Background: an optimization exercise with open tools, aiming at small area, a short achievable clock period and few clock cycles. Do not read the settings as production practice. RTL that was checked went through simulation tests only; none was proved equivalent to the original. Function not checked in runs 4 and 5: the RTL went through the layout flow alone. No activity file was given, so power comes from the tool's default toggle rates.

<file path="flow/config.mk">
export PLATFORM = sky130hd
export DESIGN_NAME = bie_cksum
export DESIGN_NICKNAME = bie_cksum
export VERILOG_FILES = /design/flow/design.v
export SDC_FILE = /design/flow/constraint.sdc
export NUM_CORES = 4
export LEC_CHECK = 0
export CAP_MARGIN = 20
export CORE_MARGIN = 2
export CORE_UTILIZATION = 40
export CTS_BUF_LIST = sky130_fd_sc_hd__clkbuf_8
export SETUP_SLACK_MARGIN = 5
export SLEW_MARGIN = 20
</file>
<file path="flow/constraint.sdc">
create_clock -name core_clock -period 10.0 [get_ports {clk}]
set_input_delay 2.0000 -clock core_clock [delete_from_list [all_inputs] [get_ports {clk}]]
set_output_delay 2.0000 -clock core_clock [all_outputs]
set_load 0.01 [all_outputs]
</file>
<file path="flow/design.v">
module bie_cksum (
    input  wire        clk,
    input  wire        rst_n,        
    input  wire        bus_valid,
    input  wire        bus_write,
    input  wire [1:0]  bus_size,     
    input  wire [15:0] bus_addr,
    input  wire [31:0] bus_wdata,
    output reg         bus_rvalid,
    output reg  [31:0] bus_rdata,
    output reg         bus_err,
    output wire        irq
);
    localparam BUF_BYTES = 256;
    localparam BUF_WORDS = BUF_BYTES / 4;
    localparam A_ID       = 16'h0000;
    localparam A_CFG_NR   = 16'h0004;
    localparam A_CFG_RB   = 16'h0008;
    localparam A_CFG_BB   = 16'h000C;
    localparam A_CTRL     = 16'h0010;
    localparam A_STATUS   = 16'h0014;
    localparam A_CMD      = 16'h0018;
    localparam A_ARG0     = 16'h0020;
    localparam A_ARG1     = 16'h0024;
    localparam A_ARG2     = 16'h0028;
    localparam A_ARG3     = 16'h002C;
    localparam A_ARG4     = 16'h0030;
    localparam A_RESULT0  = 16'h0040;
    localparam A_RESULT1  = 16'h0044;
    localparam A_BUF      = 16'h1000;
    localparam S_IDLE  = 3'd0;
    localparam S_CHECK = 3'd1;    
    localparam S_PRE   = 3'd2;    
    localparam S_PRE0  = 3'd7;    
    localparam S_RUN   = 3'd3;    
    localparam S_PRODA = 3'd4;    
    localparam S_PRODB = 3'd5;    
    localparam S_FIN   = 3'd6;    
    localparam R_PLAIN = 3'd0;
    localparam R_LOW8  = 3'd1;    
    localparam R_EAC   = 3'd2;    
    localparam R_MIR   = 3'd3;    
    localparam R_SH8   = 3'd4;    
    reg        ctrl_ie;
    reg        st_done, st_werr;
    reg        e_ill, e_rng;       
    reg [31:0] cmd_r;
    reg [31:0] arg0, arg1, arg2, arg3, arg4;
    reg [15:0] r0raw;
    reg [2:0]  r0fmt;
    reg [15:0] result1;
    reg [2:0]  state;
    wire       busy = (state != S_IDLE);
    wire       st_err     = e_ill | e_rng;
    wire [7:0] st_errcode = {5'b0, e_rng, 1'b0, st_err};
    assign irq = st_done & ctrl_ie;
    wire acc_ok    = bus_valid && (bus_size == 2'd2) && (bus_addr[1:0] == 2'b00);
    wire is_buf    = (bus_addr[15:8] == 8'h10);
    reg mapped;
    always @(*) begin
        case (bus_addr)
            A_ID, A_CFG_NR, A_CFG_RB, A_CFG_BB, A_CTRL, A_STATUS, A_CMD,
            A_ARG0, A_ARG1, A_ARG2, A_ARG3, A_ARG4, A_RESULT0, A_RESULT1: mapped = 1'b1;
            default: mapped = is_buf;
        endcase
    end
    wire acc_good = acc_ok && mapped;
    wire wr       = acc_good && bus_write;
    wire rd       = acc_good && !bus_write;
    wire [31:0] status_word = {16'h0, st_errcode, 2'b00, irq, st_werr, 1'b0, st_err, st_done, busy};
    function [15:0] rev16(input [15:0] v);
        integer i;
        begin
            for (i = 0; i < 16; i = i + 1) rev16[i] = v[15-i];
        end
    endfunction
    wire [8:0] fold1 = {1'b0, r0raw[15:8]} + {1'b0, r0raw[7:0]};
    wire [7:0] fold2 = fold1[7:0] + {7'h0, fold1[8]};
    reg [15:0] result0_rd;
    always @(*) begin
        case (r0fmt)
            R_LOW8:  result0_rd = {8'h0, r0raw[7:0]};
            R_EAC:   result0_rd = {8'h0, fold2};
            R_MIR:   result0_rd = rev16(r0raw);
            R_SH8:   result0_rd = {8'h0, r0raw[15:8]};
            default: result0_rd = r0raw;
        endcase
    end
    reg  [5:0]  wp;
    reg  [31:0] cur;        
    reg  [31:0] prev;       
    wire        buf_we = wr && is_buf && !busy;
    wire [5:0]  rdw    = (busy || bus_write) ? wp : bus_addr[7:2];
    wire [31:0] orc [0:BUF_WORDS];
    assign orc[0] = 32'h0;
    genvar gw;
    generate
        for (gw = 0; gw < BUF_WORDS; gw = gw + 1) begin : g_buf
            reg [31:0] w;
            wire hit = (bus_addr[7:2] == gw);
            always @(posedge clk)
                if (buf_we && hit)
                    w <= bus_wdata;
            wire rs = (rdw == gw);
            assign orc[gw+1] = orc[gw] | ({32{rs}} & w);
        end
    endgenerate
    wire [31:0] buf_rd = orc[BUF_WORDS];
    reg [31:0] rdata_mux;
    always @(*) begin
        case (bus_addr)
            A_ID:      rdata_mux = 32'h42490100;
            A_CFG_NR:  rdata_mux = 32'd0;
            A_CFG_RB:  rdata_mux = 32'd0;
            A_CFG_BB:  rdata_mux = BUF_BYTES;
            A_CTRL:    rdata_mux = {30'h0, ctrl_ie, 1'b0};
            A_STATUS:  rdata_mux = status_word;
            A_CMD:     rdata_mux = cmd_r;
            A_ARG0:    rdata_mux = arg0;
            A_ARG1:    rdata_mux = arg1;
            A_ARG2:    rdata_mux = arg2;
            A_ARG3:    rdata_mux = arg3;
            A_ARG4:    rdata_mux = arg4;
            A_RESULT0: rdata_mux = {16'h0, result0_rd};
            A_RESULT1: rdata_mux = {16'h0, result1};
            default:   rdata_mux = is_buf ? buf_rd : 32'h0;
        endcase
    end
    always @(posedge clk) begin
        if (!rst_n) begin
            bus_rvalid <= 1'b0;
            bus_rdata  <= 32'h0;
            bus_err    <= 1'b0;
        end else begin
            bus_rvalid <= bus_valid;
            bus_err    <= bus_valid && !acc_good;
            bus_rdata  <= rd ? rdata_mux : 32'h0;
        end
    end
    wire wr_cmd    = wr && (bus_addr == A_CMD);
    wire wr_arg    = wr && (bus_addr >= A_ARG0) && (bus_addr <= A_ARG4);
    wire wr_buf    = wr && is_buf;
    wire wr_ctrl   = wr && (bus_addr == A_CTRL);
    wire wr_status = wr && (bus_addr == A_STATUS);
    wire soft_rst  = wr_ctrl && bus_wdata[0];
    wire dropped   = busy && (wr_cmd || wr_arg || wr_buf);
    wire issue     = !busy && wr_cmd;
    wire [7:0] w_opc   = bus_wdata[7:0];
    wire       w_hi0   = (bus_wdata[31:8] == 24'h0);
    wire       w_crc   = w_hi0 && (w_opc[7:2] == 6'b000100);
    wire       w_add   = w_hi0 && (w_opc[7:2] == 6'b001000);
    wire       w_lfsr  = w_hi0 && (w_opc[7:2] == 6'b001100);
    wire       w_xor   = w_hi0 && (w_opc == 8'h24);
    wire       w_par   = w_hi0 && (w_opc == 8'h25);
    wire       w_nop   = w_hi0 && (w_opc == 8'h00);
    reg f_crc, f_add, f_lfsr, f_xor, f_par, f_nop;
    reg f_sp;                      
    reg spec_ok;                   
    reg f_b0, f_b1;                
    reg f_dec;                     
    wire f_legal = f_crc | f_add | f_lfsr | f_xor | f_par | f_nop;
    wire f_poly  = f_crc | f_lfsr;
    wire f_w16   = f_b1;
    wire f_mir   = f_crc ? f_b0 : !f_b0;    
    wire w_dec   = (w_opc[7:2] == 6'b001100) && !w_opc[0];    
    wire w_mir   = w_opc[0] ^ w_opc[5];        
    function [15:0] to_dom(input [31:0] v, input mir, input w16);
        reg [15:0] z;
        begin
            z = w16 ? v[15:0] : {8'h00, v[7:0]};
            to_dom = mir ? rev16(z) : (w16 ? z : {z[7:0], 8'h00});
        end
    endfunction
    reg  [15:0] Pd;         
    wire [15:0] Id = to_dom(arg3, f_mir, f_w16);
    wire [15:0] Kd = to_dom(arg3, f_mir, f_w16);
    wire [15:0] Xd = to_dom(arg4, f_mir, f_w16);
    wire [7:0] a8    = arg0[7:0];
    wire [8:0] n9    = arg1[8:0];
    wire [1:0] zpad  = 2'd0 - n9[1:0];                
    wire [6:0] nchk  = (n9 + 9'd3) >> 2;               
    wire [7:0] inc0  = a8 - {6'd0, zpad};              
    wire [5:0] inc_w = inc0[7:2];
    wire [5:0] dec_w = a8[7:2] + nchk[5:0];
    wire [5:0] start_w = w_dec ? dec_w : inc_w;
    wire       spec_w  = spec_ok && !w_dec;
    wire [1:0] foff  = f_dec ? a8[1:0] : inc0[1:0];    
    wire       range_bad = ({1'b0, arg0} + {1'b0, arg1}) > BUF_BYTES;
    wire       n_zero    = (arg1 == 32'd0);
    reg [31:0] Dp;         
    reg [15:0] Ep;         
    reg [15:0] S;          
    reg [31:0] q;          
    reg [15:0] sum;
    reg [6:0]  kc;         
    wire [15:0] Pd_d = to_dom(arg2, w_mir, w_opc[1]);    
    wire [16:0] tp, tp_d;
    genvar gk;
    generate
        for (gk = 1; gk <= 16; gk = gk + 1) begin : g_tp
            assign tp[gk]   = Pd[16-gk];
            assign tp_d[gk] = Pd_d[16-gk];
        end
    endgenerate
    assign tp[0]   = 1'b1;
    assign tp_d[0] = 1'b1;
    function [15:0] newton16(input [16:0] t);
        reg [15:0] a, b;
        integer len, n, k;
        begin
            a = 16'h0001;
            for (len = 2; len <= 16; len = len * 2) begin
                b = 16'h0;
                for (n = 0; n < len; n = n + 1)
                    for (k = 0; k <= n; k = k + 1)
                        if (((n - k) % 2) == 0 && k <= 16)
                            b[n] = b[n] ^ (t[k] & a[(n-k)/2]);
                a = b;
            end
            newton16 = a;
        end
    endfunction
    function [15:0] newton_hi(input [16:0] t, input [15:0] a);
        integer n, k;
        reg [15:0] b;
        begin
            b = 16'h0;
            for (n = 16; n < 32; n = n + 1)
                for (k = 0; k <= 16; k = k + 1)
                    if (((n - k) % 2) == 0)
                        b[n-16] = b[n-16] ^ (t[k] & a[(n-k)/2]);
            newton_hi = b;
        end
    endfunction
    wire        prod_a = (state == S_PRODA);
    reg  [31:0] qe;
    reg [31:0] u, h;
    reg [15:0] Sn;
    integer i, j, r;
    always @(*) begin
        for (j = 0; j < 32; j = j + 1)
            qe[j] = prod_a ? ((j < 16) ? Kd[15-j] : 1'b0) : q[j];
        for (j = 0; j < 32; j = j + 1)
            u[j] = ((j < 16) ? S[15-j] : 1'b0) ^ Dp[j];
        for (j = 0; j < 32; j = j + 1) begin
            h[j] = prod_a ? (qe[0] & u[j]) : u[j];
            for (i = 0; i < j; i = i + 1)
                h[j] = h[j] ^ (qe[j-i] & u[i]);
        end
        for (r = 0; r < 16; r = r + 1) begin
            Sn[r] = Ep[r];
            for (j = 31 - r; j < 32; j = j + 1)
                Sn[r] = Sn[r] ^ (h[j] & Pd[r-31+j]);
        end
    end
    wire [31:0] lo_w = f_dec ? cur : prev;
    wire [31:0] hi_w = f_dec ? prev : cur;
    wire [63:0] pair = {hi_w, lo_w};
    wire [31:0] fun  = pair[8*foff +: 32];             
    wire        first = (state == S_PRE);
    reg  [7:0]  rb [0:3];
    reg  [31:0] bs;                                     
    always @(*) begin
        for (j = 0; j < 4; j = j + 1) begin
            rb[j] = f_dec ? fun[8*(3-j) +: 8] : fun[8*j +: 8];
            if (first && j < zpad) rb[j] = 8'h00;
        end
        for (j = 0; j < 4; j = j + 1)
            for (i = 0; i < 8; i = i + 1)
                bs[8*j+i] = f_mir ? rb[j][i] : rb[j][7-i];
    end
    wire [31:0] raw = {rb[3], rb[2], rb[1], rb[0]};
    reg [31:0] inj;
    reg [15:0] injE;
    always @(*) begin
        inj  = 32'h0;
        injE = 16'h0;
        if (first) begin
            for (j = 0; j < 32; j = j + 1)
                if (j >= 8*zpad && j < 8*zpad + 16)
                    inj[j] = Id[15-(j-8*zpad)];
            if (zpad == 2'd3)
                injE = {Id[7:0], 8'h00};
        end
    end
    reg [31:0] cl;
    always @(*) begin
        for (j = 0; j < 32; j = j + 1)
            cl[j] = (j <= 30) ? h[30-j] : 1'b0;
    end
    wire [9:0] bsum = {2'b0, Dp[7:0]} + {2'b0, Dp[15:8]} + {2'b0, Dp[23:16]} + {2'b0, Dp[31:24]};
    wire [6:0] nsum = {3'b0, Dp[3:0]}   + {3'b0, Dp[7:4]}   + {3'b0, Dp[11:8]}  + {3'b0, Dp[15:12]} +
                      {3'b0, Dp[19:16]} + {3'b0, Dp[23:20]} + {3'b0, Dp[27:24]} + {3'b0, Dp[31:28]};
    wire [9:0] csum = f_b1 ? {3'h0, nsum} : bsum;
    wire [7:0] cxor = Dp[7:0] ^ Dp[15:8] ^ Dp[23:16] ^ Dp[31:24];
    reg  [9:0] psum;                                    
    wire [15:0] sum_n  = f_xor ? {8'h0, sum[7:0] ^ psum[7:0]} : sum + {6'h0, psum};
    reg [31:0] Dp_n;
    reg [15:0] Ep_n;
    always @(*) begin
        if (state == S_RUN && kc == 7'd1 && f_lfsr) begin
            Dp_n = 32'h0;                  
            Ep_n = 16'h0;
        end else if (state == S_PRODA) begin
            for (j = 0; j < 32; j = j + 1)
                Dp_n[j] = (j >= 16) ? cl[47-j] : 1'b0;
            for (r = 0; r < 16; r = r + 1)
                Ep_n[r] = cl[r] ^ Xd[r];
        end else if (f_lfsr) begin
            for (j = 0; j < 32; j = j + 1)
                Dp_n[j] = (j >= 16) ? bs[j-16] : 1'b0;
            for (r = 0; r < 16; r = r + 1)
                Ep_n[r] = bs[31-r];
        end else if (f_crc) begin
            Dp_n = bs ^ inj;
            Ep_n = injE;
        end else begin
            Dp_n = raw;
            Ep_n = 16'h0;
        end
    end
    wire [2:0] poly_fmt = f_mir ? R_MIR : (f_w16 ? R_PLAIN : R_SH8);
    always @(posedge clk) begin
        cur  <= buf_rd;
        prev <= cur;
        if (issue)
            wp <= spec_w ? wp + 6'd1 : start_w;
        else if (busy)
            wp <= f_dec ? wp - 6'd1 : wp + 6'd1;
        else
            wp <= inc_w;
        if (issue) begin
            Pd      <= Pd_d;
            q[15:0] <= newton16(tp_d);
        end
        Dp   <= Dp_n;
        Ep   <= Ep_n;
        if (state == S_CHECK)
            q[31:16] <= newton_hi(tp, q[15:0]);
        if (first || state == S_PRODA)
            S <= 16'h0;
        else if (state == S_RUN || state == S_PRODB)
            S <= Sn;
        if (first) begin
            sum  <= 16'h0;
            psum <= 10'h0;
        end else if (state == S_RUN) begin
            sum  <= sum_n;
            psum <= f_xor ? {2'b0, cxor} : csum;
        end
    end
    always @(posedge clk) begin
        if (!rst_n || soft_rst) begin
            state      <= S_IDLE;
            ctrl_ie    <= 1'b0;
            st_done    <= 1'b0;
            e_ill      <= 1'b0;
            e_rng      <= 1'b0;
            st_werr    <= 1'b0;
            cmd_r      <= 32'h0;
            arg0       <= 32'h0;
            arg1       <= 32'h0;
            arg2       <= 32'h0;
            arg3       <= 32'h0;
            arg4       <= 32'h0;
            r0raw      <= 16'h0;
            r0fmt      <= R_PLAIN;
            result1    <= 16'h0;
            kc         <= 7'd0;
            f_crc      <= 1'b0;
            f_add      <= 1'b0;
            f_lfsr     <= 1'b0;
            f_xor      <= 1'b0;
            f_par      <= 1'b0;
            f_nop      <= 1'b0;
            f_b0       <= 1'b0;
            f_b1       <= 1'b0;
            f_dec      <= 1'b0;
            f_sp       <= 1'b0;
            spec_ok    <= 1'b0;
        end else begin
            spec_ok <= !busy && !(wr && (bus_addr == A_ARG0 || bus_addr == A_ARG1));
            if (wr_ctrl)
                ctrl_ie <= bus_wdata[1];
            if (wr_status) begin
                if (bus_wdata[1]) st_done <= 1'b0;
                if (bus_wdata[2]) begin
                    e_ill <= 1'b0;
                    e_rng <= 1'b0;
                end
                if (bus_wdata[4]) st_werr <= 1'b0;
            end
            if (dropped)
                st_werr <= 1'b1;
            if (!busy && wr_arg) begin
                case (bus_addr)
                    A_ARG0: arg0 <= bus_wdata;
                    A_ARG1: arg1 <= bus_wdata;
                    A_ARG2: arg2 <= bus_wdata;
                    A_ARG3: arg3 <= bus_wdata;
                    default: arg4 <= bus_wdata;
                endcase
            end
            if (issue) begin
                cmd_r   <= bus_wdata;
                st_done <= 1'b0;
                e_ill   <= 1'b0;
                e_rng   <= 1'b0;
                state   <= S_CHECK;
                f_crc   <= w_crc;
                f_add   <= w_add;
                f_lfsr  <= w_lfsr;
                f_xor   <= w_xor;
                f_par   <= w_par;
                f_nop   <= w_nop;
                f_b0    <= w_opc[0];
                f_b1    <= w_opc[1];
                f_dec   <= w_dec;
                f_sp    <= spec_w;
            end
            case (state)
                S_CHECK: begin
                    kc <= nchk;
                    if (!f_legal) begin
                        e_ill   <= 1'b1;
                        st_done <= 1'b1;
                        state   <= S_IDLE;
                    end else if (!f_nop && !f_par && range_bad) begin
                        e_rng   <= 1'b1;
                        st_done <= 1'b1;
                        state   <= S_IDLE;
                    end else if (f_nop) begin
                        st_done <= 1'b1;
                        state   <= S_IDLE;
                    end else if (f_par) begin
                        r0raw   <= {15'h0, ^arg0[7:0]};
                        r0fmt   <= R_PLAIN;
                        result1 <= 16'h0;
                        st_done <= 1'b1;
                        state   <= S_IDLE;
                    end else if (n_zero) begin
                        r0raw   <= f_crc  ? (f_w16 ? arg3[15:0] : {8'h0, arg3[7:0]}) :
                                   f_lfsr ? (f_w16 ? arg4[15:0] : {8'h0, arg4[7:0]}) : 16'h0;
                        r0fmt   <= R_PLAIN;
                        result1 <= 16'h0;
                        st_done <= 1'b1;
                        state   <= S_IDLE;
                    end else begin
                        state   <= f_sp ? S_PRE : S_PRE0;
                    end
                end
                S_PRE0: begin
                    state <= S_PRE;
                end
                S_PRE: begin
                    state <= S_RUN;
                end
                S_RUN: begin
                    kc <= kc - 7'd1;
                    if (kc == 7'd1) begin
                        if (f_lfsr) begin
                            state <= S_PRODA;
                        end else if (f_crc) begin
                            r0raw   <= Sn;
                            r0fmt   <= poly_fmt;
                            result1 <= 16'h0;
                            st_done <= 1'b1;
                            state   <= S_IDLE;
                        end else begin
                            state   <= S_FIN;
                        end
                    end
                end
                S_FIN: begin
                    if (f_xor) begin
                        r0raw   <= sum_n;
                        r0fmt   <= R_PLAIN;
                        result1 <= {15'h0, ^sum_n[7:0]};
                    end else begin
                        r0raw   <= sum_n;
                        r0fmt   <= f_b0 ? R_EAC : R_LOW8;
                        result1 <= sum_n;
                    end
                    st_done <= 1'b1;
                    state   <= S_IDLE;
                end
                S_PRODA: begin
                    state <= S_PRODB;
                end
                S_PRODB: begin
                    r0raw   <= Sn;
                    r0fmt   <= poly_fmt;
                    result1 <= 16'h0;
                    st_done <= 1'b1;
                    state   <= S_IDLE;
                end
                default: ;
            endcase
        end
    end
endmodule
</file>
<file path="flow/run.sh">
#!/bin/bash
# synth_recipe.tcl (not shown) runs the flow's synth.tcl, then flattens the netlist and writes it again
# the make line also repeats each setting of config.mk as NAME=value (left out here)
make -C /OpenROAD-flow-scripts/flow DESIGN_CONFIG=/design/flow/config.mk WORK_HOME=/design/flow/orfs CLKGATE_MAP_FILE= SYNTH_SCRIPT=/design/flow/synth_recipe.tcl finish
</file>
==> flow_summary.json, run 1 <==
{
  "row_count": 196,
  "cts_tree": "yes",
  "drt_iter0_markers": 17676,
  "ctsHtreeMaxLevel": 5,
  "drc": 0,
  "vias": 93270,
  "ys_seq_elements": 2539,
  "io_pins": 89,
  "min_period_over_period_pct": 51.9,
  "yosys.area.top_type": "edfxtp_1",
  "tns_ps": 0,
  "crit_path_end_kind": "register",
  "cts_sinks": 2539,
  "fin_cells": 13820,
  "finalPower_mw": 24.3,
  "cts_made_buffers": 396,
  "fillers": 24829,
  "port-buffer-count": 88,
  "clk_path_buf_depth": 4,
  "areaGrowthSynthToFinish_pct": 17.8,
  "die_y_microns": 538,
  "vdd_drop_max_uv": 197,
  "wl_per_cell_microns": 39.9,
  "power.density_mw_per_mm2": 181,
  "r2r_slack_ps": 4960,
  "worst_setup_path_start_kind": "input pin",
  "fin_nets": 9896,
  "ys_top_cells_by_area": "edfxtp_1, dfxtp_1, xnor2_1",
  "rr_worst_depth": 16,
  "grt_pass1_wl_microns": 733000,
  "core-area_sq_mm": 0.284,
  "hold_depth": 0,
  "gp_congestion": 1.00,
  "overflow": 0,
  "yosys.cell_count.top_type": "edfxtp_1",
  "fin_area_sq_mm": 0.134,
  "synth_cell_types": 90,
  "regToRegEndpoint": "r0raw[9]",
  "cts_root_buf": "clkbuf_8",
  "cts.clk_slew.worst_paths_ps": 60,
  "rsz0062_at_grt": "yes",
  "vias_per_cell": 6.75,
  "grt_antenna_before_repair": 49,
  "tightest_slew_ps": 1310,
  "yosysTopAreaCellShare_pct": 55.2,
  "slew_violations": 0,
  "clk_latency_ps": 1110,
  "r2r_start": "state[0]",
  "firstDrtPassIters": 7,
  "final_hold_viol_count": 0,
  "synth_nets": 9357,
  "status": "timing/DRC/antenna clean",
  "place_area_sq_mm": 0.122,
  "start_util_pct": 40.1,
  "routed_wl_microns": 551000,
  "dp.cells": 12782,
  "synth-async-reset-ratio_pct": 0,
  "seq_area_frac_synth_pct": 63.0,
  "crit_required_ps": 10880,
  "critPathMaxFanout": 22,
  "synth_ff_type": "edfxtp_1",
  "detail-route-antenna-nets": 0,
  "max-cap-violations": 0,
  "min_from": "cur[4]",
  "dieArea_sq_mm": 0.289,
  "dp_hpwl_microns": 328000,
  "synthesis.area_sq_mm": 0.114,
  "period_needed_ps": 5190,
  "maxSlewHeadroom_pct": 12.4,
  "arrival_ps": 6070,
  "hold_path_class": "reg -> reg",
  "die_w_microns": 538,
  "setup_viol": 0,
  "fmax_mhz": 193,
  "grt_pass1_vias": 85575,
  "leakagePower_nw": 44.1,
  "yosys-top-cells-count": "edfxtp_1, nand2_1, nor2_1, xnor2_1, clkbuf_1",
  "yosysWarnings": 2,
  "drive_gt1_share_pct": 16.6,
  "syn_inst": 9168,
  "track_usage_pct": 37.0,
  "skew_ps": 170,
  "critical_path_class": "in -> reg",
  "grt_max_degree": 156,
  "hold_end": "prev[4]",
  "synth_edf_count": 2094,
  "final_util_pct": 47.2,
  "syn_avg_cell_area_sq_um": 12.4
}
==> worst max-delay path, cell delays in order <==
cell and delay (ps):
buf_2 290, nor2b_2 470, nand3_2 380, nor2_1 320, a31oi_4 60, buf_12 190
nor2_4 170, buf_4 640, buf_4 430, a22oi_1 160, nand4_1 160, nor4_1 70
nand2_1 340, nand2_1 110, a31oi_1 230
==> power by group <==
part           switching [mW]  internal, mW
registers               0.162          11.5
clock network            4.26          4.14
logic                    2.79          1.47
==> logic make-up (layout without fill, tap and decap cells) <==
family	after synthesis	after routing	share of synthesized area (%)
buffers and inverters	727	1569	2.45
XOR/XNOR	839	840	7.26
multiplexers	176	176	1.60
flip-flops	2539	2539	63.0
adder cells (fa/ha/maj)	135	135	1.77
AO/OA/AOI/OAI	2315	2315	14.8
other	0	42	0
AND/OR/NAND/NOR	2437	2442	9.13
==> per-layer routing <==
metal	vias to the layer above	GRT usage, %	part of all wire [%]
met5	-	1.45	0.16
met4	43	26.5	9.2
met3	2435	15.2	16
met2	9134	53.9	42
met1	45623	43.9	33
li1	36035	-	-
==> stage by stage <==
step	setup WS [ps]	hold slack (ps)
6_report	4810	360
5_1_grt	4940	359
4_1_cts	4970	363
3_5_place_dp	2020	360
3_3_place_gp	2030	355
2_1_floorplan	4510	347
==> layout make-up <==
cell class              count  area, sq um  area share, %
well taps                3762         4710           3.51
clock inverters           290         1540           1.15
clock buffers             417         5740           4.27
multi-input cells        5908        42100           31.4
repair buffers            750         7770           5.78
inverters                 112          458          0.341
diodes                     42          105         0.0783
flip-flops and latches   2539        71800           53.5
==> cells in the final DEF, fill, tap and decap left out, types with 32 or more instances in the layout <==
cell type and instances:
clkinv_2 45, nor2_1 548, nand2_1 1162, ha_1 89, diode_2 42, a31oi_1 59, o211ai_1 46, a22oi_1 275
a211oi_1 140, buf_6 62, nand3_1 101, fa_1 44, buf_2 32, clkinv_1 108, o21ai_0 133, xnor2_1 614
a21o_1 37, xor2_1 135, a21oi_1 485, nor2_4 134, inv_1 213, buf_12 84, clkbuf_8 418, nor3_1 61
clkdlybuf4s50_1 49, mux2i_1 124, nor2b_1 36, a22o_1 435, a221oi_1 407, nand4_1 159, o22ai_1 53, mux2_2 41
buf_4 457, a221oi_2 32, edfxtp_1 2094, xnor3_1 44, dfxtp_1 422
==> worst max-delay path by stage <==
| stage | to | from | slack (ps) |
|---|---|---|---|
| global route | bus_rdata[15] | bus_addr[5] | 4940 |
| finish | bus_rdata[12] | bus_addr[2] | 4810 |
| floorplan | g_buf[32].w[0] | bus_addr[10] | 4510 |
| global placement | g_buf[48].w[21] | bus_addr[10] | 2030 |
| detailed placement | bus_rdata[29] | bus_write | 2020 |
| CTS | bus_rdata[4] | bus_addr[6] | 4970 |
==> registers in the layout (all words and copies together) (netlist names), 10 cells and up <==
register   cells
S             16
arg1          32
Ep            16
sum           16
g_buf.w     2048
arg2          32
arg0          32
cur           32
cmd_r         32
psum          10
r0raw         16
arg4          32
result1       16
bus_rdata     32
arg3          32
Dp            32
q             31
Pd            15
prev          32
==> timing repair <==
| action | in CTS | in global routing |
|---|---|---|
| resized for setup | 428 | 133 |
| gates cloned | 18 | 6 |
| setup endpoints to repair | 2428 | 2228 |
| pin swaps | 90 | 37 |
| buffers inserted | 191 | 69 |
| endpoints found under the hold margin | 0 | 0 |
| hold buffers | 0 | 0 |
Testbench counts, summed over its fixed seeds: cycles 8,995.
==> inputs of run 2 (changes only) <==
--- a/flow/config.mk
+++ b/flow/config.mk
@@ -10,3 +10,2 @@
 export CORE_UTILIZATION = 40
-export CTS_BUF_LIST = sky130_fd_sc_hd__clkbuf_8
 export SETUP_SLACK_MARGIN = 5
==> run 2 against run 1 <==
Compared with the run above:
- sequential cell count did not move
- sequential power barely moved
- cell area rose by 1.3%
- largest power group unchanged
- critical path type unchanged
- non-clock buffer count rose by 36
==> flow_summary.json, run 2 <==
{
  "areaGrowthSynthToFinish_pct": 19.3,
  "final_cell_mix": "edfxtp_1, nand2_1, xnor2_1",
  "slowest_delay_ps": 530,
  "synth_cell_types": 90,
  "status": "timing/DRC/antenna clean",
  "cp_top_family": "simple AND/OR/NAND/NOR gates",
  "power.density_mw_per_mm2": 189,
  "fin_ws_ps": 4810,
  "vias": 93387,
  "yosys.area.top_type": "edfxtp_1",
  "r2r_slack_ps": 4850,
  "final_util_pct": 47.9,
  "io_pins": 89,
  "critPathMaxFanout": 22,
  "grt_antenna_before_repair": 47,
  "slew_violations": 0,
  "pre_cts_slack_ps": 2020,
  "grt_max_degree": 156,
  "min_period_over_period_pct": 51.9,
  "maxSlewHeadroom_pct": 4.90,
  "cts_sinks": 2539,
  "synthesis.area_sq_mm": 0.114,
  "r2r_start": "cmd_r[0]",
  "skew_ps": 102,
  "multiInputGateArea_sq_mm": 0.0423,
  "synth_nets": 9357,
  "holdBufCountCts": 0,
  "hold_depth": 0,
  "clk_latency_ps": 930,
  "critical_path_class": "in -> reg",
  "synth_ff_type": "edfxtp_1",
  "die_y_microns": 538,
  "wl_per_cell_microns": 40.6,
  "p_comb_share_pct": 16.6,
  "grt_pass1_wl_microns": 733000,
  "grt_pass1_vias": 85068,
  "fmax_mhz": 193,
  "drc": 0,
  "die_w_microns": 538,
  "rsz0062_at_grt": "yes",
  "regArea_sq_mm": 0.0718,
  "routed_wl_microns": 553000,
  "synth_edf_count": 2094,
  "final_hold_viol_count": 0,
  "start_util_pct": 40.1,
  "cts_made_buffers": 267,
  "worstPathCellList": "clkbuf_4 -> nor2b_2 -> nand3_4 -> nor2_1 -> a31oi_4 -> buf_4 -> nor2_4 -> buf_6 -> buf_4 -> a22oi_1 -> nand4_1 -> nor4_1 -> nand2_1 -> nand2_1 -> a31oi_2",
  "vias_per_cell": 6.86,
  "row_count": 196,
  "detail-route-antenna-nets": 0,
  "clk_path_buf_depth": 4,
  "syn_avg_cell_area_sq_um": 12.4,
  "period_needed_ps": 5190,
  "crit_required_ps": 10750,
  "internal-power_mw": 18.5,
  "firstDrtPassIters": 9,
  "cts_tree": "yes",
  "rr_worst_depth": 16,
  "crit_path_end_kind": "register",
  "ctsHtreeMaxLevel": 5,
  "overflow": 0,
  "yosysTopAreaCellShare_pct": 55.2,
  "max-cap-violations": 0,
  "cts.clk_slew.worst_paths_ps": 60,
  "hold_path_class": "reg -> reg",
  "dieArea_sq_mm": 0.289,
  "switching_share_pct": 28.3,
  "power_frac_seq_pct": 45.3,
  "hold_end": "prev[6]",
  "dp_hpwl_microns": 328000,
  "syn_inst": 9168,
  "yosys.cell_count.top_type": "edfxtp_1",
  "min_from": "cur[6]",
  "fin_nets": 9803,
  "largest_reg_flops": 2048,
  "port-buffer-count": 88,
  "drt_iter0_markers": 17980,
  "ys_top_cells_by_area": "edfxtp_1, dfxtp_1, xnor2_1",
  "synth-async-reset-ratio_pct": 0,
  "regToRegEndpoint": "r0raw[9]",
  "finalPower_mw": 25.8,
  "track_usage_pct": 37.0,
  "vdd_drop_max_uv": 198,
  "core-area_sq_mm": 0.284,
  "yosys-top-cells-count": "edfxtp_1, nand2_1, nor2_1, xnor2_1, clkbuf_1",
  "setup_viol": 0,
  "arrival_ps": 5940,
  "leakagePower_nw": 44.4,
  "tns_ps": 0,
  "ys_seq_elements": 2539,
  "yosysWarnings": 2,
  "clkPwrFrac_pct": 38.1,
  "tightest_slew_ps": 1420,
  "drive_gt1_share_pct": 16.1,
  "crit_slowest_cell": "nor2b_2",
  "fillers": 24476,
  "gp_congestion": 1.00,
  "critPathBufInv": 4,
  "worst_setup_path_start_kind": "input pin",
  "seq_area_frac_synth_pct": 63.0,
  "p_switching_mw": 7.28,
  "cts_root_buf": "clkbuf_16",
  "final_common_cell": "edfxtp_1"
}
[run 2: cell count changes in the layout (fill, tap and decap cells not counted), sizes merged]
cell,change
inv,-105
bufinv,+5
diode,-2
clkinvlp,+3
clkbuf,-84
dlymetal6s2s,+3
clkinv,-62
buf,+29
bufbuf,+10
clkdlybuf4s50,-4
[run 2: through the flow]
step | cell area [sq um] | instances | hold WS [ps]
finish | 136000 | 13613 | 360
detailed placement | 122000 | 12782 | 360
global placement | 121000 | 12766 | 355
global route | 136000 | 13581 | 364
floorplan | 115000 | 9168 | 347
CTS | 135000 | 13504 | 356
[run 2: worst max-delay path by stage]
stage | from | endpoint | slack, ps | cells after the start
3_3_place_gp | bus_addr[10] | g_buf[48].w[21] | 2030 | 13
2_1_floorplan | bus_addr[10] | g_buf[32].w[0] | 4510 | 11
5_1_grt | cmd_r[0] | r0raw[12] | 4830 | 18
3_5_place_dp | bus_write | bus_rdata[29] | 2020 | 14
4_1_cts | bus_write | bus_rdata[10] | 4910 | 14
6_report | bus_addr[2] | bus_rdata[12] | 4810 | 15
[run 2: logic make-up after synthesis]
group	count (synthesis)	synth area share, %
XOR/XNOR	839	7.26
buffers and inverters	727	2.45
adder cells (fa/ha/maj)	135	1.77
AO/OA/AOI/OAI	2315	14.8
multiplexers	176	1.60
AND/OR/NAND/NOR	2437	9.13
flip-flops	2539	63.0
[run 2: power by group through the flow]
stage                     Combinational [mW]  Clock, mW  Sequential, mW
after global routing                    4.37       10.2            11.7
final                                   4.28       9.81            11.7
after CTS                               4.02       9.73            11.7
after global placement                  3.70          0            11.9
after floorplan                         2.24          0            11.8
after detailed placement                3.73          0            11.9
[run 2: area by class of cell]
type | count | share of cell area, %
flip-flops and latches | 2539 | 52.8
inverters | 112 | 0.333
repair buffers | 786 | 6.17
diodes | 40 | 0.0736
well taps | 3762 | 3.46
clock inverters | 131 | 0.847
multi-input cells | 5908 | 31.1
clock buffers | 335 | 5.24
[run 2: repair_timing]
item                       in CTS  in global routing
cloned                         30                  5
pin swaps                     100                 29
setup buffers                 226                 59
resized for setup             471                118
setup endpoints to repair    2432               2229
[run 2: worst reg2reg max path, cell delays in order, from the launching register on]
cell	delay [ps]
dfxtp_4	420
xor2_4	370
clkbuf_16	250
mux2i_4	440
o21ai_1	100
buf_4	200
nand2_1	100
xnor3_1	410
xnor3_1	260
xnor3_2	560
xnor3_4	480
nand2_1	120
xnor2_1	180
xnor2_1	220
xnor3_1	480
a21oi_1	290
a211oi_1	120
[run 2: metal layers]
metal,vias up,track usage [%],part of all wire [%]
li1,35785,-,-
met1,45943,43.9,33
met2,9106,54.0,42
met3,2511,15.0,16
met4,42,27.1,9.4
met5,-,2.34,0.17
==> inputs of run 3 (changes only) <==
--- a/flow/config.mk
+++ b/flow/config.mk
@@ -9,3 +9,4 @@
 export CORE_MARGIN = 2
-export CORE_UTILIZATION = 40
+export CORE_UTILIZATION = 50
+export CTS_BUF_LIST = sky130_fd_sc_hd__clkbuf_8
 export SETUP_SLACK_MARGIN = 5
==> run 3 against run 2 <==
Compared with the run above:
- now fails the layout checks on capacitance limit, slew limit
- die area down 20%
- sequential cell count unchanged
- worst hold slack got worse by 38 ps
- total power fell by 5.5%
- global-route usage rose by 9.3 points
- cell area is 2.3% lower
- core utilization rose by 11 points
- sequential power barely moved
- clock skew grew 41 ps
- area after synthesis unchanged
- critical path depth is 2 lower
- highest routed layer unchanged
==> flow_summary.json, run 3 <==
{
  "rsz0062_at_grt": "yes",
  "dieArea_sq_mm": 0.232,
  "tightest_slew_ps": 1570,
  "hold_path_class": "reg -> reg",
  "core-area_sq_mm": 0.227,
  "power.density_mw_per_mm2": 183,
  "check.faults": "capacitance limit, slew limit",
  "cts_tree": "yes",
  "detail-route-antenna-nets": 0,
  "track_usage_pct": 46.4,
  "grt_pass1_wl_microns": 731000,
  "ys_seq_elements": 2539,
  "leakagePower_nw": 44.0,
  "slew_violations": 4,
  "drt_iter0_markers": 18000,
  "yosys.area.top_type": "edfxtp_1",
  "areaGrowthSynthToFinish_pct": 16.6,
  "drive_gt1_share_pct": 16.7,
  "final_util_pct": 58.5,
  "arrival_ps": 6120,
  "syn_inst": 9168,
  "synth-async-reset-ratio_pct": 0,
  "drc": 0,
  "ys_top_cells_by_area": "edfxtp_1, dfxtp_1, xnor2_1",
  "wl_per_cell_microns": 42.1,
  "grt_max_degree": 135,
  "synth_cell_types": 90,
  "yosysTopAreaCellShare_pct": 55.2,
  "final_cell_mix": "edfxtp_1, nand2_1, xnor2_1",
  "firstDrtPassIters": 14,
  "pre_cts_slack_ps": 2210,
  "fin_nets": 9878,
  "vdd_drop_max_uv": 191,
  "yosys-top-cells-count": "edfxtp_1, nand2_1, nor2_1, xnor2_1, clkbuf_1",
  "start_util_pct": 50.2,
  "clk_latency_ps": 1170,
  "holdBufCountCts": 0,
  "cts.clk_slew.worst_paths_ps": 60,
  "final_common_cell": "edfxtp_1",
  "slowest_delay_ps": 650,
  "routed_wl_microns": 549000,
  "synth_edf_count": 2094,
  "final_hold_viol_count": 0,
  "fmax_mhz": 191,
  "ctsHtreeMaxLevel": 5,
  "synth_nets": 9357,
  "critPathMaxFanout": 31,
  "max-cap-violations": 1,
  "worst_setup_path_start_kind": "input pin",
  "largest_reg_flops": 2048,
  "clk_path_buf_depth": 4,
  "fin_hold_ws_ps": 322,
  "crit_required_ps": 10900,
  "yosysWarnings": 2,
  "cts_made_buffers": 414,
  "grt_antenna_before_repair": 38,
  "gp_congestion": 1.02,
  "critical_path_class": "in -> reg",
  "port-buffer-count": 88,
  "vias": 93105,
  "overflow": 0,
  "worstPathCellList": "clkdlybuf4s18_2 -> nor2_2 -> nand3_2 -> nor2_1 -> a31oi_4 -> nor2_4 -> buf_4 -> a22o_1 -> a221oi_1 -> nand4_1 -> or4_4 -> nand2_1 -> a31oi_1",
  "cts_sinks": 2539,
  "synthesis.area_sq_mm": 0.114,
  "io_pins": 89,
  "yosys.cell_count.top_type": "edfxtp_1",
  "setup_viol": 0,
  "vias_per_cell": 7.14,
  "die_y_microns": 482,
  "status": "failed layout checks",
  "skew_ps": 144,
  "crit_path_end_kind": "register",
  "maxSlewHeadroom_pct": -6.40,
  "syn_avg_cell_area_sq_um": 12.4,
  "min_period_over_period_pct": 52.2,
  "die_w_microns": 482,
  "crit_slowest_cell": "or4_4",
  "row_count": 175,
  "period_needed_ps": 5220,
  "seq_area_frac_synth_pct": 63.0,
  "tns_ps": 0,
  "grt_pass1_vias": 85319,
  "fin_ws_ps": 4780,
  "cts_root_buf": "clkbuf_8",
  "dp_hpwl_microns": 332000,
  "synth_ff_type": "edfxtp_1"
}
-- run 3: per-layer routing --
layer	track usage (%)	share of wire [%]	vias up
li1	-	-	35958
met1	56.6	33	45590
met2	66.6	42	9232
met3	20.3	17	2295
met4	30.0	8.4	30
met5	1.18	0.14	-
-- run 3: path summary, 6_finish.rpt --
path / end / depth (start not counted) / startpoint / slack, ps
worst max-delay path: bus_rdata[21] / 13 / bus_addr[5] / 4780
worst min-delay path: prev[14] / 0 / cur[14] / 320
worst max register to register: r0raw[8] / 19 / cmd_r[0] / 5010
worst min register to register: prev[14] / 0 / cur[14] / 320
-- run 3: kinds of logic after synthesis --
kind of cell	synth area share (%)
mux	1.60
xor+xnor	7.26
flops	63.0
simple gates	9.13
buf+inv	2.45
fa+ha+maj	1.77
compound gates	14.8
-- run 3: worst max-delay path: cells and delay by family --
kind	cells	cell delay, ps
AND/OR/NAND/NOR	7	1880
buffers and inverters	2	870
AO/OA/AOI/OAI	4	1310
-- run 3: power by group --
group / switching [mW] / total, mW / internal, mW
Combinational: 2.67 / 4.11 / 1.44
Clock: 4.27 / 8.56 / 4.29
Sequential: 0.159 / 11.7 / 11.5
-- run 3: metrics by stage --
step	instances	instance area, sq um	power (mW)
CTS	12949	132000	24.0
detailed placement	12049	121000	15.5
floorplan	9168	115000	14.0
global placement	12025	120000	15.5
global route	13010	133000	24.9
finish	13034	133000	24.3
-- run 3: area by class of cell --
class                   count  area [sq um]
fillers                 17975         94100
flip-flops and latches   2539         71800
multi-input cells        5907         42200
repair buffers            715          7110
clock buffers             447          6150
well taps                3009          3760
clock inverters           273          1340
inverters                 112           450
diodes                     32          80.1
-- run 3: timing repair --
action | CTS | global route
resized for setup | 300 | 157
cloned | 12 | 4
endpoints found under the setup margin | 2434 | 1577
setup buffers | 168 | 48
pin swaps | 87 | 36
==> inputs of run 4 (changes only) <==
--- a/flow/design.v
+++ b/flow/design.v
@@ -33,3 +33,2 @@
     localparam S_PRE   = 3'd2;    
-    localparam S_PRE0  = 3'd7;    
     localparam S_RUN   = 3'd3;    
@@ -37,3 +36,2 @@
     localparam S_PRODB = 3'd5;    
-    localparam S_FIN   = 3'd6;    
     localparam R_PLAIN = 3'd0;
@@ -51,2 +49,3 @@
     reg [15:0] result1;
+    reg [31:0] buf_mem [0:BUF_WORDS-1];    
     reg [2:0]  state;
@@ -88,22 +87,5 @@
     end
-    reg  [5:0]  wp;
-    reg  [31:0] cur;        
-    reg  [31:0] prev;       
-    wire        buf_we = wr && is_buf && !busy;
-    wire [5:0]  rdw    = (busy || bus_write) ? wp : bus_addr[7:2];
-    wire [31:0] orc [0:BUF_WORDS];
-    assign orc[0] = 32'h0;
-    genvar gw;
-    generate
-        for (gw = 0; gw < BUF_WORDS; gw = gw + 1) begin : g_buf
-            reg [31:0] w;
-            wire hit = (bus_addr[7:2] == gw);
-            always @(posedge clk)
-                if (buf_we && hit)
-                    w <= bus_wdata;
-            wire rs = (rdw == gw);
-            assign orc[gw+1] = orc[gw] | ({32{rs}} & w);
-        end
-    endgenerate
-    wire [31:0] buf_rd = orc[BUF_WORDS];
+    reg  [5:0]  wp;                        
+    wire [5:0]  rd_widx = busy ? wp : bus_addr[7:2];
+    wire [31:0] buf_rd  = buf_mem[rd_widx];
     reg [31:0] rdata_mux;
@@ -147,2 +129,6 @@
     wire issue     = !busy && wr_cmd;
+    always @(posedge clk) begin
+        if (wr_buf && !busy)
+            buf_mem[bus_addr[7:2]] <= bus_wdata;
+    end
     wire [7:0] w_opc   = bus_wdata[7:0];
@@ -156,4 +142,2 @@
     reg f_crc, f_add, f_lfsr, f_xor, f_par, f_nop;
-    reg f_sp;                      
-    reg spec_ok;                   
     reg f_b0, f_b1;                
@@ -164,4 +148,2 @@
     wire f_mir   = f_crc ? f_b0 : !f_b0;    
-    wire w_dec   = (w_opc[7:2] == 6'b001100) && !w_opc[0];    
-    wire w_mir   = w_opc[0] ^ w_opc[5];        
     function [15:0] to_dom(input [31:0] v, input mir, input w16);
@@ -173,3 +155,3 @@
     endfunction
-    reg  [15:0] Pd;         
+    wire [15:0] Pd = to_dom(arg2, f_mir, f_w16);
     wire [15:0] Id = to_dom(arg3, f_mir, f_w16);
@@ -184,4 +166,2 @@
     wire [5:0] dec_w = a8[7:2] + nchk[5:0];
-    wire [5:0] start_w = w_dec ? dec_w : inc_w;
-    wire       spec_w  = spec_ok && !w_dec;
     wire [1:0] foff  = f_dec ? a8[1:0] : inc0[1:0];    
@@ -189,2 +169,3 @@
     wire       n_zero    = (arg1 == 32'd0);
+    reg [31:0] prev;       
     reg [31:0] Dp;         
@@ -194,5 +175,5 @@
     reg [15:0] sum;
+    reg [7:0]  xacc;
     reg [6:0]  kc;         
-    wire [15:0] Pd_d = to_dom(arg2, w_mir, w_opc[1]);    
-    wire [16:0] tp, tp_d;
+    wire [16:0] tp;
     genvar gk;
@@ -200,8 +181,6 @@
         for (gk = 1; gk <= 16; gk = gk + 1) begin : g_tp
-            assign tp[gk]   = Pd[16-gk];
-            assign tp_d[gk] = Pd_d[16-gk];
+            assign tp[gk] = Pd[16-gk];
         end
     endgenerate
-    assign tp[0]   = 1'b1;
-    assign tp_d[0] = 1'b1;
+    assign tp[0] = 1'b1;
     function [15:0] newton16(input [16:0] t);
@@ -234,4 +213,2 @@
     endfunction
-    wire        prod_a = (state == S_PRODA);
-    reg  [31:0] qe;
     reg [31:0] u, h;
@@ -241,9 +218,7 @@
         for (j = 0; j < 32; j = j + 1)
-            qe[j] = prod_a ? ((j < 16) ? Kd[15-j] : 1'b0) : q[j];
-        for (j = 0; j < 32; j = j + 1)
             u[j] = ((j < 16) ? S[15-j] : 1'b0) ^ Dp[j];
         for (j = 0; j < 32; j = j + 1) begin
-            h[j] = prod_a ? (qe[0] & u[j]) : u[j];
+            h[j] = u[j];
             for (i = 0; i < j; i = i + 1)
-                h[j] = h[j] ^ (qe[j-i] & u[i]);
+                h[j] = h[j] ^ (q[j-i] & u[i]);
         end
@@ -255,4 +230,4 @@
     end
-    wire [31:0] lo_w = f_dec ? cur : prev;
-    wire [31:0] hi_w = f_dec ? prev : cur;
+    wire [31:0] lo_w = f_dec ? buf_rd : prev;
+    wire [31:0] hi_w = f_dec ? prev : buf_rd;
     wire [63:0] pair = {hi_w, lo_w};
@@ -287,12 +262,7 @@
     always @(*) begin
-        for (j = 0; j < 32; j = j + 1)
-            cl[j] = (j <= 30) ? h[30-j] : 1'b0;
+        cl = 32'h0;
+        for (i = 0; i < 16; i = i + 1)
+            for (j = 0; j < 16; j = j + 1)
+                cl[i+j] = cl[i+j] ^ (Kd[i] & S[j]);
     end
-    wire [9:0] bsum = {2'b0, Dp[7:0]} + {2'b0, Dp[15:8]} + {2'b0, Dp[23:16]} + {2'b0, Dp[31:24]};
-    wire [6:0] nsum = {3'b0, Dp[3:0]}   + {3'b0, Dp[7:4]}   + {3'b0, Dp[11:8]}  + {3'b0, Dp[15:12]} +
-                      {3'b0, Dp[19:16]} + {3'b0, Dp[23:20]} + {3'b0, Dp[27:24]} + {3'b0, Dp[31:28]};
-    wire [9:0] csum = f_b1 ? {3'h0, nsum} : bsum;
-    wire [7:0] cxor = Dp[7:0] ^ Dp[15:8] ^ Dp[23:16] ^ Dp[31:24];
-    reg  [9:0] psum;                                    
-    wire [15:0] sum_n  = f_xor ? {8'h0, sum[7:0] ^ psum[7:0]} : sum + {6'h0, psum};
     reg [31:0] Dp_n;
@@ -300,6 +270,3 @@
     always @(*) begin
-        if (state == S_RUN && kc == 7'd1 && f_lfsr) begin
-            Dp_n = 32'h0;                  
-            Ep_n = 16'h0;
-        end else if (state == S_PRODA) begin
+        if (state == S_PRODA) begin
             for (j = 0; j < 32; j = j + 1)
@@ -321,16 +288,10 @@
     end
+    wire [9:0] bsum = {2'b0, Dp[7:0]} + {2'b0, Dp[15:8]} + {2'b0, Dp[23:16]} + {2'b0, Dp[31:24]};
+    wire [6:0] nsum = {3'b0, Dp[3:0]}   + {3'b0, Dp[7:4]}   + {3'b0, Dp[11:8]}  + {3'b0, Dp[15:12]} +
+                      {3'b0, Dp[19:16]} + {3'b0, Dp[23:20]} + {3'b0, Dp[27:24]} + {3'b0, Dp[31:28]};
+    wire [15:0] sum_n  = sum + (f_b1 ? {9'h0, nsum} : {6'h0, bsum});
+    wire [7:0]  xacc_n = xacc ^ Dp[7:0] ^ Dp[15:8] ^ Dp[23:16] ^ Dp[31:24];
     wire [2:0] poly_fmt = f_mir ? R_MIR : (f_w16 ? R_PLAIN : R_SH8);
     always @(posedge clk) begin
-        cur  <= buf_rd;
-        prev <= cur;
-        if (issue)
-            wp <= spec_w ? wp + 6'd1 : start_w;
-        else if (busy)
-            wp <= f_dec ? wp - 6'd1 : wp + 6'd1;
-        else
-            wp <= inc_w;
-        if (issue) begin
-            Pd      <= Pd_d;
-            q[15:0] <= newton16(tp_d);
-        end
+        prev <= buf_rd;
         Dp   <= Dp_n;
@@ -338,4 +299,6 @@
         if (state == S_CHECK)
+            q[15:0] <= newton16(tp);
+        if (state == S_PRE)
             q[31:16] <= newton_hi(tp, q[15:0]);
-        if (first || state == S_PRODA)
+        if (state == S_PRE || state == S_PRODA)
             S <= 16'h0;
@@ -343,8 +306,8 @@
             S <= Sn;
-        if (first) begin
+        if (state == S_PRE) begin
             sum  <= 16'h0;
-            psum <= 10'h0;
+            xacc <= 8'h0;
         end else if (state == S_RUN) begin
             sum  <= sum_n;
-            psum <= f_xor ? {2'b0, cxor} : csum;
+            xacc <= xacc_n;
         end
@@ -368,2 +331,3 @@
             result1    <= 16'h0;
+            wp         <= 6'd0;
             kc         <= 7'd0;
@@ -378,6 +342,3 @@
             f_dec      <= 1'b0;
-            f_sp       <= 1'b0;
-            spec_ok    <= 1'b0;
         end else begin
-            spec_ok <= !busy && !(wr && (bus_addr == A_ARG0 || bus_addr == A_ARG1));
             if (wr_ctrl)
@@ -417,4 +378,4 @@
                 f_b1    <= w_opc[1];
-                f_dec   <= w_dec;
-                f_sp    <= spec_w;
+                f_dec   <= w_lfsr && !w_opc[0];
+                wp      <= (w_lfsr && !w_opc[0]) ? dec_w : inc_w;
             end
@@ -423,2 +384,3 @@
                     kc <= nchk;
+                    wp <= f_dec ? wp - 6'd1 : wp + 6'd1;
                     if (!f_legal) begin
@@ -448,9 +410,7 @@
                     end else begin
-                        state   <= f_sp ? S_PRE : S_PRE0;
+                        state   <= S_PRE;
                     end
                 end
-                S_PRE0: begin
-                    state <= S_PRE;
-                end
                 S_PRE: begin
+                    wp    <= f_dec ? wp - 6'd1 : wp + 6'd1;
                     state <= S_RUN;
@@ -458,2 +418,3 @@
                 S_RUN: begin
+                    wp <= f_dec ? wp - 6'd1 : wp + 6'd1;
                     kc <= kc - 7'd1;
@@ -462,10 +423,18 @@
                             state <= S_PRODA;
-                        end else if (f_crc) begin
-                            r0raw   <= Sn;
-                            r0fmt   <= poly_fmt;
-                            result1 <= 16'h0;
+                        end else begin
+                            if (f_crc) begin
+                                r0raw   <= Sn;
+                                r0fmt   <= poly_fmt;
+                                result1 <= 16'h0;
+                            end else if (f_xor) begin
+                                r0raw   <= {8'h0, xacc_n};
+                                r0fmt   <= R_PLAIN;
+                                result1 <= {15'h0, ^xacc_n};
+                            end else begin
+                                r0raw   <= sum_n;
+                                r0fmt   <= f_b0 ? R_EAC : R_LOW8;
+                                result1 <= sum_n;
+                            end
                             st_done <= 1'b1;
                             state   <= S_IDLE;
-                        end else begin
-                            state   <= S_FIN;
                         end
@@ -473,15 +442,2 @@
                 end
-                S_FIN: begin
-                    if (f_xor) begin
-                        r0raw   <= sum_n;
-                        r0fmt   <= R_PLAIN;
-                        result1 <= {15'h0, ^sum_n[7:0]};
-                    end else begin
-                        r0raw   <= sum_n;
-                        r0fmt   <= f_b0 ? R_EAC : R_LOW8;
-                        result1 <= sum_n;
-                    end
-                    st_done <= 1'b1;
-                    state   <= S_IDLE;
-                end
                 S_PRODA: begin
--- a/flow/config.mk
+++ b/flow/config.mk
@@ -9,5 +9,3 @@
 export CORE_MARGIN = 2
-export CORE_UTILIZATION = 50
-export CTS_BUF_LIST = sky130_fd_sc_hd__clkbuf_8
-export SETUP_SLACK_MARGIN = 5
+export CORE_UTILIZATION = 40
 export SLEW_MARGIN = 20
==> run 4 against run 3 <==
Compared with the run above:
- now clean on timing, DRC and antenna
- via count shrank 11%
- sequential power shrank 3%
- worst hold slack gained 130 ps
- cell count grew 5.5%
- first-iteration DRC count shrank 31%
- combinational power grew 3%
- total power grew 6.0%
- critical path depth grew 3
- maximum frequency shrank 29%
- sequential share of layout area shrank 2.3 points
- critical endpoint is now Dp[25]
==> flow_summary.json, run 4 <==
{
  "hold_path_class": "reg -> reg",
  "crit_top_cell": "mux2i_1",
  "finalPower_mw": 25.8,
  "max-cap-violations": 0,
  "period_needed_ps": 7380,
  "final_cell_mix": "edfxtp_1, nand2_1, xnor2_1",
  "tightest_slew_ps": 1330,
  "worstPathCellList": "clkdlybuf4s50_1 -> nor4b_4 -> nor2_4 -> buf_12 -> buf_4 -> mux4_2 -> mux2i_1 -> mux2i_1 -> a22oi_1 -> o2111ai_1 -> o21ai_1 -> a211oi_1 -> mux2i_1 -> and3_1 -> a211oi_1 -> o21ai_1",
  "syn_avg_cell_area_sq_um": 12.8,
  "cts_root_buf": "clkbuf_16",
  "cts_made_buffers": 279,
  "largest_reg_flops": 2048,
  "r2r_slack_ps": 2620,
  "dieArea_sq_mm": 0.307,
  "worst_setup_path_start_kind": "input pin",
  "synth_nets": 9657,
  "grt_antenna_before_repair": 22,
  "tns_ps": 0,
  "drc": 0,
  "final_hold_viol_count": 0,
  "port-buffer-count": 88,
  "grt_pass1_vias": 79651,
  "ctsHtreeMaxLevel": 5,
  "arrival_ps": 8130,
  "clk_path_buf_depth": 4,
  "skew_ps": 78.4,
  "ys_seq_elements": 2488,
  "cts_sinks": 2488,
  "slew_violations": 0,
  "core-area_sq_mm": 0.301,
  "gp_congestion": 0.990,
  "regToRegEndpoint": "result1[14]",
  "row_count": 201,
  "synth_edf_count": 2079,
  "min_period_over_period_pct": 73.8,
  "critPathMaxFanout": 39,
  "syn_inst": 9465,
  "pre_cts_slack_ps": 1980,
  "min_from": "f_add",
  "wl_per_cell_microns": 31.3,
  "die_w_microns": 554,
  "start_util_pct": 40.3,
  "rsz0062_at_grt": "no",
  "crit_required_ps": 10750,
  "firstDrtPassIters": 6,
  "fin_ws_ps": 2620,
  "holdBufCountCts": 0,
  "fin_hold_ws_ps": 450,
  "cp_top_family": "multiplexers",
  "yosys-top-cells-count": "edfxtp_1, nand2_1, xnor2_1, nor2_1, mux2i_1",
  "io_pins": 89,
  "crit_path_end_kind": "register",
  "areaGrowthSynthToFinish_pct": 12.8,
  "vdd_drop_max_uv": 276,
  "fmax_mhz": 135,
  "overflow": 0,
  "leakagePower_nw": 45.3,
  "hold_depth": 2,
  "critPathBufInv": 3,
  "clk_latency_ps": 920,
  "fin_nets": 9763,
  "hold_end": "f_add",
  "synth-async-reset-ratio_pct": 0,
  "dp_hpwl_microns": 286000,
  "cts_resized": 0,
  "die_y_microns": 554,
  "seq_area_frac_synth_pct": 58.4,
  "status": "timing/DRC/antenna clean",
  "slowest_delay_ps": 1010,
  "grt_pass1_wl_microns": 606000,
  "cts.clk_slew.worst_paths_ps": 60,
  "cts_setup_buffers": 0,
  "vias": 83017,
  "synthesis.area_sq_mm": 0.121,
  "critical_path_class": "in -> reg",
  "track_usage_pct": 27.4,
  "synth_cell_types": 115,
  "power.density_mw_per_mm2": 189,
  "ys_top_cells_by_area": "edfxtp_1, mux4_2, dfxtp_1",
  "setup_viol": 0,
  "routed_wl_microns": 431000,
  "rr_worst_depth": 19,
  "synth_ff_type": "edfxtp_1",
  "yosys.area.top_type": "edfxtp_1",
  "grt_max_degree": 167,
  "drive_gt1_share_pct": 14.2,
  "vias_per_cell": 6.03,
  "yosys.cell_count.top_type": "edfxtp_1",
  "maxSlewHeadroom_pct": 8.90,
  "cts_tree": "yes",
  "final_common_cell": "edfxtp_1",
  "r2r_start": "Dp[22]",
  "final_util_pct": 45.4,
  "drt_iter0_markers": 12386,
  "yosysTopAreaCellShare_pct": 51.6,
  "detail-route-antenna-nets": 0,
  "crit_slowest_cell": "mux2i_1",
  "yosysWarnings": 2
}
## run 4: cell count changes after synthesis, sizes merged, moves of 54 or more
cell / delta
xor2: +109
nor2: -234
clkbuf: -186
xnor2: +147
nand4: -134
a22oi: -200
mux4: +430
buf: +189
and3: +54
a21oi: -77
nand2: +728
a22o: -419
a221oi: -372
mux2i: +312
## run 4: final cells by class
type                            count  area, sq um
Timing Repair Buffer              443         3870
Sequential cell                  2488        70600
Fill cell                       26603       164000
Inverter                          104          390
Clock inverter                    152         1660
Multi-Input combinational cell   6255        47600
Clock buffer                      345         7380
Antenna cell                       11         27.5
Tap cell                         3958         4950
## run 4: worst reg2reg max path, delay by kind of cell (launching register included)
kind	cells	cell delay [ps]
simple gates	2	490
compound gates	9	2360
flops	1	1010
fa+ha+maj	7	3170
xor+xnor	1	240
## run 4: layer usage
metal	wire length [microns]	track usage [%]	part of all wire, %
met1	167000	36.7	39
met2	194000	42.5	45
met3	42400	4.85	9.8
met4	26700	14.7	6.2
met5	14	0	0.0033
## run 4: cell families (layout without fill, tap and decap cells)
| group | after synthesis | count (layout) | share of synthesized area (%) |
|---|---|---|---|
| AO/OA/AOI/OAI | 1329 | 1329 | 7.40 |
| other | 0 | 11 | 0 |
| flip-flops | 2488 | 2488 | 58.4 |
| AND/OR/NAND/NOR | 2821 | 2821 | 9.64 |
| XOR/XNOR | 1052 | 1052 | 7.85 |
| multiplexers | 915 | 915 | 12.1 |
| buffers and inverters | 722 | 1044 | 2.93 |
| adder cells (fa/ha/maj) | 138 | 138 | 1.71 |
## run 4: per-stage QoR
step	area, sq um	instances
3_3_place_gp	127000	13231
3_5_place_dp	127000	13245
4_1_cts	136000	13742
6_report	136000	13756
2_1_floorplan	121000	9465
5_1_grt	136000	13751
## run 4: report_power, final
part	leakage (nW)	total, mW	internal [mW]	switching (mW)
registers	22.0	11.3	11.3	0.0840
logic	18.9	4.24	1.47	2.77
clock network	4.38	10.2	5.86	4.37
## run 4: how the worst max path moves through the flow
stage / start / end / cells past startpoint / slack (ps)
finish: bus_addr[2] / Dp[25] / 16 / 2620
global route: Dp[21] / r0raw[12] / 25 / 2130
CTS: Dp[21] / r0raw[12] / 25 / 2630
detailed placement: bus_addr[2] / Dp[21] / 16 / 1980
global placement: bus_addr[2] / Dp[24] / 15 / 1500
floorplan: bus_addr[11] / buf_mem[27][0] / 14 / 3590
==> inputs of run 5 (changes only) <==
--- a/flow/config.mk
+++ b/flow/config.mk
@@ -10,2 +10,3 @@
 export CORE_UTILIZATION = 40
+export SETUP_SLACK_MARGIN = 5
 export SLEW_MARGIN = 20
==> run 5 against run 4 <==
Compared with the run above:
- still clean on timing, DRC and antenna
- total power is 3.8% higher
- sequential share of layout area is 3.4 points lower
- cell area up 7.2%
- sequential cell count unchanged
- core utilization up 3.3 points
- combinational power up 23%
- first-iteration DRC count is 2.2% higher
- worst hold slack gained 1.9 ps
- via count increased by 4.6%
- die area unchanged
- critical path type is now reg -> reg
==> flow_summary.json, run 5 <==
{
  "drt_iter0_markers": 12655,
  "cts_made_buffers": 275,
  "die_w_microns": 554,
  "critical_path_class": "reg -> reg",
  "maxSlewHeadroom_pct": 14.6,
  "areaGrowthSynthToFinish_pct": 20.9,
  "cts_root_buf": "clkbuf_16",
  "synth_top_family_by_area": "multiplexers",
  "fin_ws_ps": 4220,
  "place_area_sq_mm": 0.127,
  "leakagePower_nw": 48.6,
  "synthesis.area_sq_mm": 0.121,
  "min_period_over_period_pct": 57.8,
  "holdBufCountCts": 0,
  "max-cap-violations": 0,
  "final_cell_mix": "edfxtp_1, nand2_1, xnor2_1",
  "cp_top_family": "adder cells",
  "track_usage_pct": 28.5,
  "grt_pass1_wl_microns": 629000,
  "yosysTopAreaCellShare_pct": 51.6,
  "syn_inst": 9465,
  "fin_nets": 10151,
  "vias_per_cell": 6.14,
  "synth_cell_types": 115,
  "row_count": 201,
  "grt_pass1_vias": 81607,
  "crit_top_cell": "fa_2",
  "yosys.area.top_type": "edfxtp_1",
  "ctsHtreeMaxLevel": 5,
  "final_common_cell": "edfxtp_1",
  "cts_sinks": 2488,
  "crit_path_end_kind": "register",
  "synthAdderAreaFrac_pct": 1.71,
  "detail-route-antenna-nets": 0,
  "power.density_mw_per_mm2": 183,
  "synth_xor_area_share_pct": 7.85,
  "routed_wl_microns": 457000,
  "crit_required_ps": 10770,
  "clk_path_buf_depth": 4,
  "seq_area_frac_synth_pct": 58.4,
  "skew_ps": 84.5,
  "syn_avg_cell_area_sq_um": 12.8,
  "crit_slowest_cell": "fa_2",
  "critPathMaxFanout": 3,
  "grt_antenna_before_repair": 12,
  "synth_compound_area_share_pct": 7.40,
  "tightest_slew_ps": 1280,
  "core-area_sq_mm": 0.301,
  "firstDrtPassIters": 9,
  "fin_area_sq_mm": 0.146,
  "finalPower_mw": 26.8,
  "synth-async-reset-ratio_pct": 0,
  "port-buffer-count": 88,
  "final_hold_viol_count": 0,
  "slowest_delay_ps": 570,
  "arrival_ps": 6550,
  "synthMuxAreaShare_pct": 12.1,
  "dp_hpwl_microns": 273000,
  "yosysWarnings": 2,
  "synth_ff_type": "edfxtp_1",
  "vdd_drop_max_uv": 174,
  "setup_viol": 0,
  "synth_nets": 9657,
  "die_y_microns": 554,
  "synth_simple_gate_area_share_pct": 9.64,
  "period_needed_ps": 5780,
  "cts.clk_slew.worst_paths_ps": 60,
  "slew_violations": 0,
  "gp_congestion": 0.988,
  "fmax_mhz": 173,
  "status": "timing/DRC/antenna clean",
  "final_util_pct": 48.7,
  "hold_path_class": "reg -> reg",
  "io_pins": 89,
  "wl_per_cell_microns": 32.3,
  "vias": 86817,
  "dieArea_sq_mm": 0.307,
  "synth_edf_count": 2079,
  "ys_seq_elements": 2488,
  "clk_latency_ps": 930,
  "start_util_pct": 40.3,
  "yosys.cell_count.top_type": "edfxtp_1",
  "critPathBufInv": 4,
  "drive_gt1_share_pct": 22.8,
  "worst_setup_path_start_kind": "register",
  "largest_reg_flops": 2048,
  "worstPathCellList": "inv_1 -> fa_2 -> inv_2 -> fa_2 -> inv_2 -> fa_2 -> fa_2 -> a21oi_2 -> inv_1 -> fa_1 -> nor2b_1 -> o21ai_2 -> a21boi_4 -> o21ai_2 -> a21boi_2 -> o21ai_2 -> a21boi_2 -> o21ai_4 -> a2111oi_4 -> xnor2_2 -> or3_4 -> a21oi_1",
  "yosys-top-cells-count": "edfxtp_1, nand2_1, xnor2_1, nor2_1, mux2i_1",
  "pre_cts_slack_ps": 1830,
  "rsz0062_at_grt": "yes",
  "grt_max_degree": 234,
  "ys_top_cells_by_area": "edfxtp_1, mux4_2, dfxtp_1",
  "tns_ps": 0,
  "drc": 0,
  "cts_tree": "yes",
  "overflow": 0
}
## run 5: cell counts after synthesis
Identical to the previous run, type by type.
## run 5: final timing paths
path	from	endpoint	slack (ps)	cells past startpoint
setup reg to reg	Dp[13]	result1[14]	4220	22
setup / recovery	Dp[13]	result1[14]	4220	22
hold reg to reg	f_add	f_add	450	2
hold / removal	f_add	f_add	450	2
## run 5: cell type report
cell class | count | area [sq um]
fill | 25571 | 154000
sequential | 2488 | 70700
multi-input combinational | 6269 | 51800
timing repair buffer | 821 | 9490
clock buffer | 337 | 7230
tap | 3958 | 4950
clock inverter | 156 | 1730
inverter | 104 | 403
antenna | 6 | 15.0
## run 5: logic make-up (layout without fill, tap and decap cells)
group / after synthesis / in the layout
compound gates: 1329 / 1329
simple gates: 2821 / 2831
flops: 2488 / 2488
other cells: 0 / 6
buf+inv: 722 / 1418
xor+xnor: 1052 / 1052
fa+ha+maj: 138 / 138
mux: 915 / 919
## run 5: through the flow
stage | cells | hold WS, ps
global route | 14135 | 474
detailed placement | 13202 | 443
global placement | 13198 | 441
CTS | 13958 | 450
finish | 14139 | 452
floorplan | 9465 | 429
## run 5: tightest hold or removal path, delay by kind of cell (launching register included)
| family | cells | cell delay (ps) |
|---|---|---|
| AOI/OAI and AO/OA | 1 | 50 |
| and+or+nand+nor | 1 | 50 |
| DFF | 1 | 310 |
## run 5: what timing repair did
item | in CTS | in global routing
pin swaps | 158 | 171
gates cloned | 41 | 28
setup buffers | 222 | 145
gates resized for setup | 665 | 381
endpoints found under the setup margin | 2422 | 2154
## run 5: per-layer routing
metal  global-route usage [%]  vias to the layer above  share of wire, %
li1                         -                    35933                 -
met1                     38.2                    44209                38
met2                     43.8                     5541                45
met3                     5.11                     1130                10
met4                     15.5                        4               6.5
met5                        0                        -            0.0070
## run 5: report_power, final
| part | total (mW) | leakage [nW] | switching, mW | internal, mW |
|---|---|---|---|---|
| sequential | 11.3 | 22.0 | 0.0833 | 11.3 |
| combinational | 5.21 | 22.3 | 3.16 | 2.05 |
| clock | 10.2 | 4.35 | 4.39 | 5.83 |
| total | 26.8 | 48.6 | 7.63 | 19.1 |

==> separate check: timing with driven ports <==
In the flow no input, the clock included, has a driving cell. The finished layouts below were timed again as built, in two steps.
Step 1 assumes that a clkbuf_16 drives the clock port and a buf_2 every other input.
Step 2, shift: input delay + t, output delay - t, t = (earliest + latest rising clock arrival at the registers) / 2. This alone moves slack from input paths to output paths.
Three values: ideal, step 1, step 2; two values: the first two.
run | t (ns) | setup WS [ns] | worst register clock-pin slew, ns | pins driven straight from the clock port
run 1 | 1.125 | 4.812 / 4.800 / 3.674 | 0.07 / 0.07 | 1
run 2 | 0.974 | 4.808 / 4.794 / 3.820 | 0.07 / 0.07 | 1
run 3 | 1.208 | 4.778 / 4.806 / 3.598 | 0.08 / 0.08 | 1
run 4 | 0.975 | 2.618 / 2.623 / 1.658 | 0.07 / 0.07 | 1
run 5 | 0.980 | 4.220 / 4.220 / 3.675 | 0.07 / 0.07 | 1
The setup slack of run 3, which loses most, moves by +0.028 ns with the drivers and by -1.180 ns with both steps.
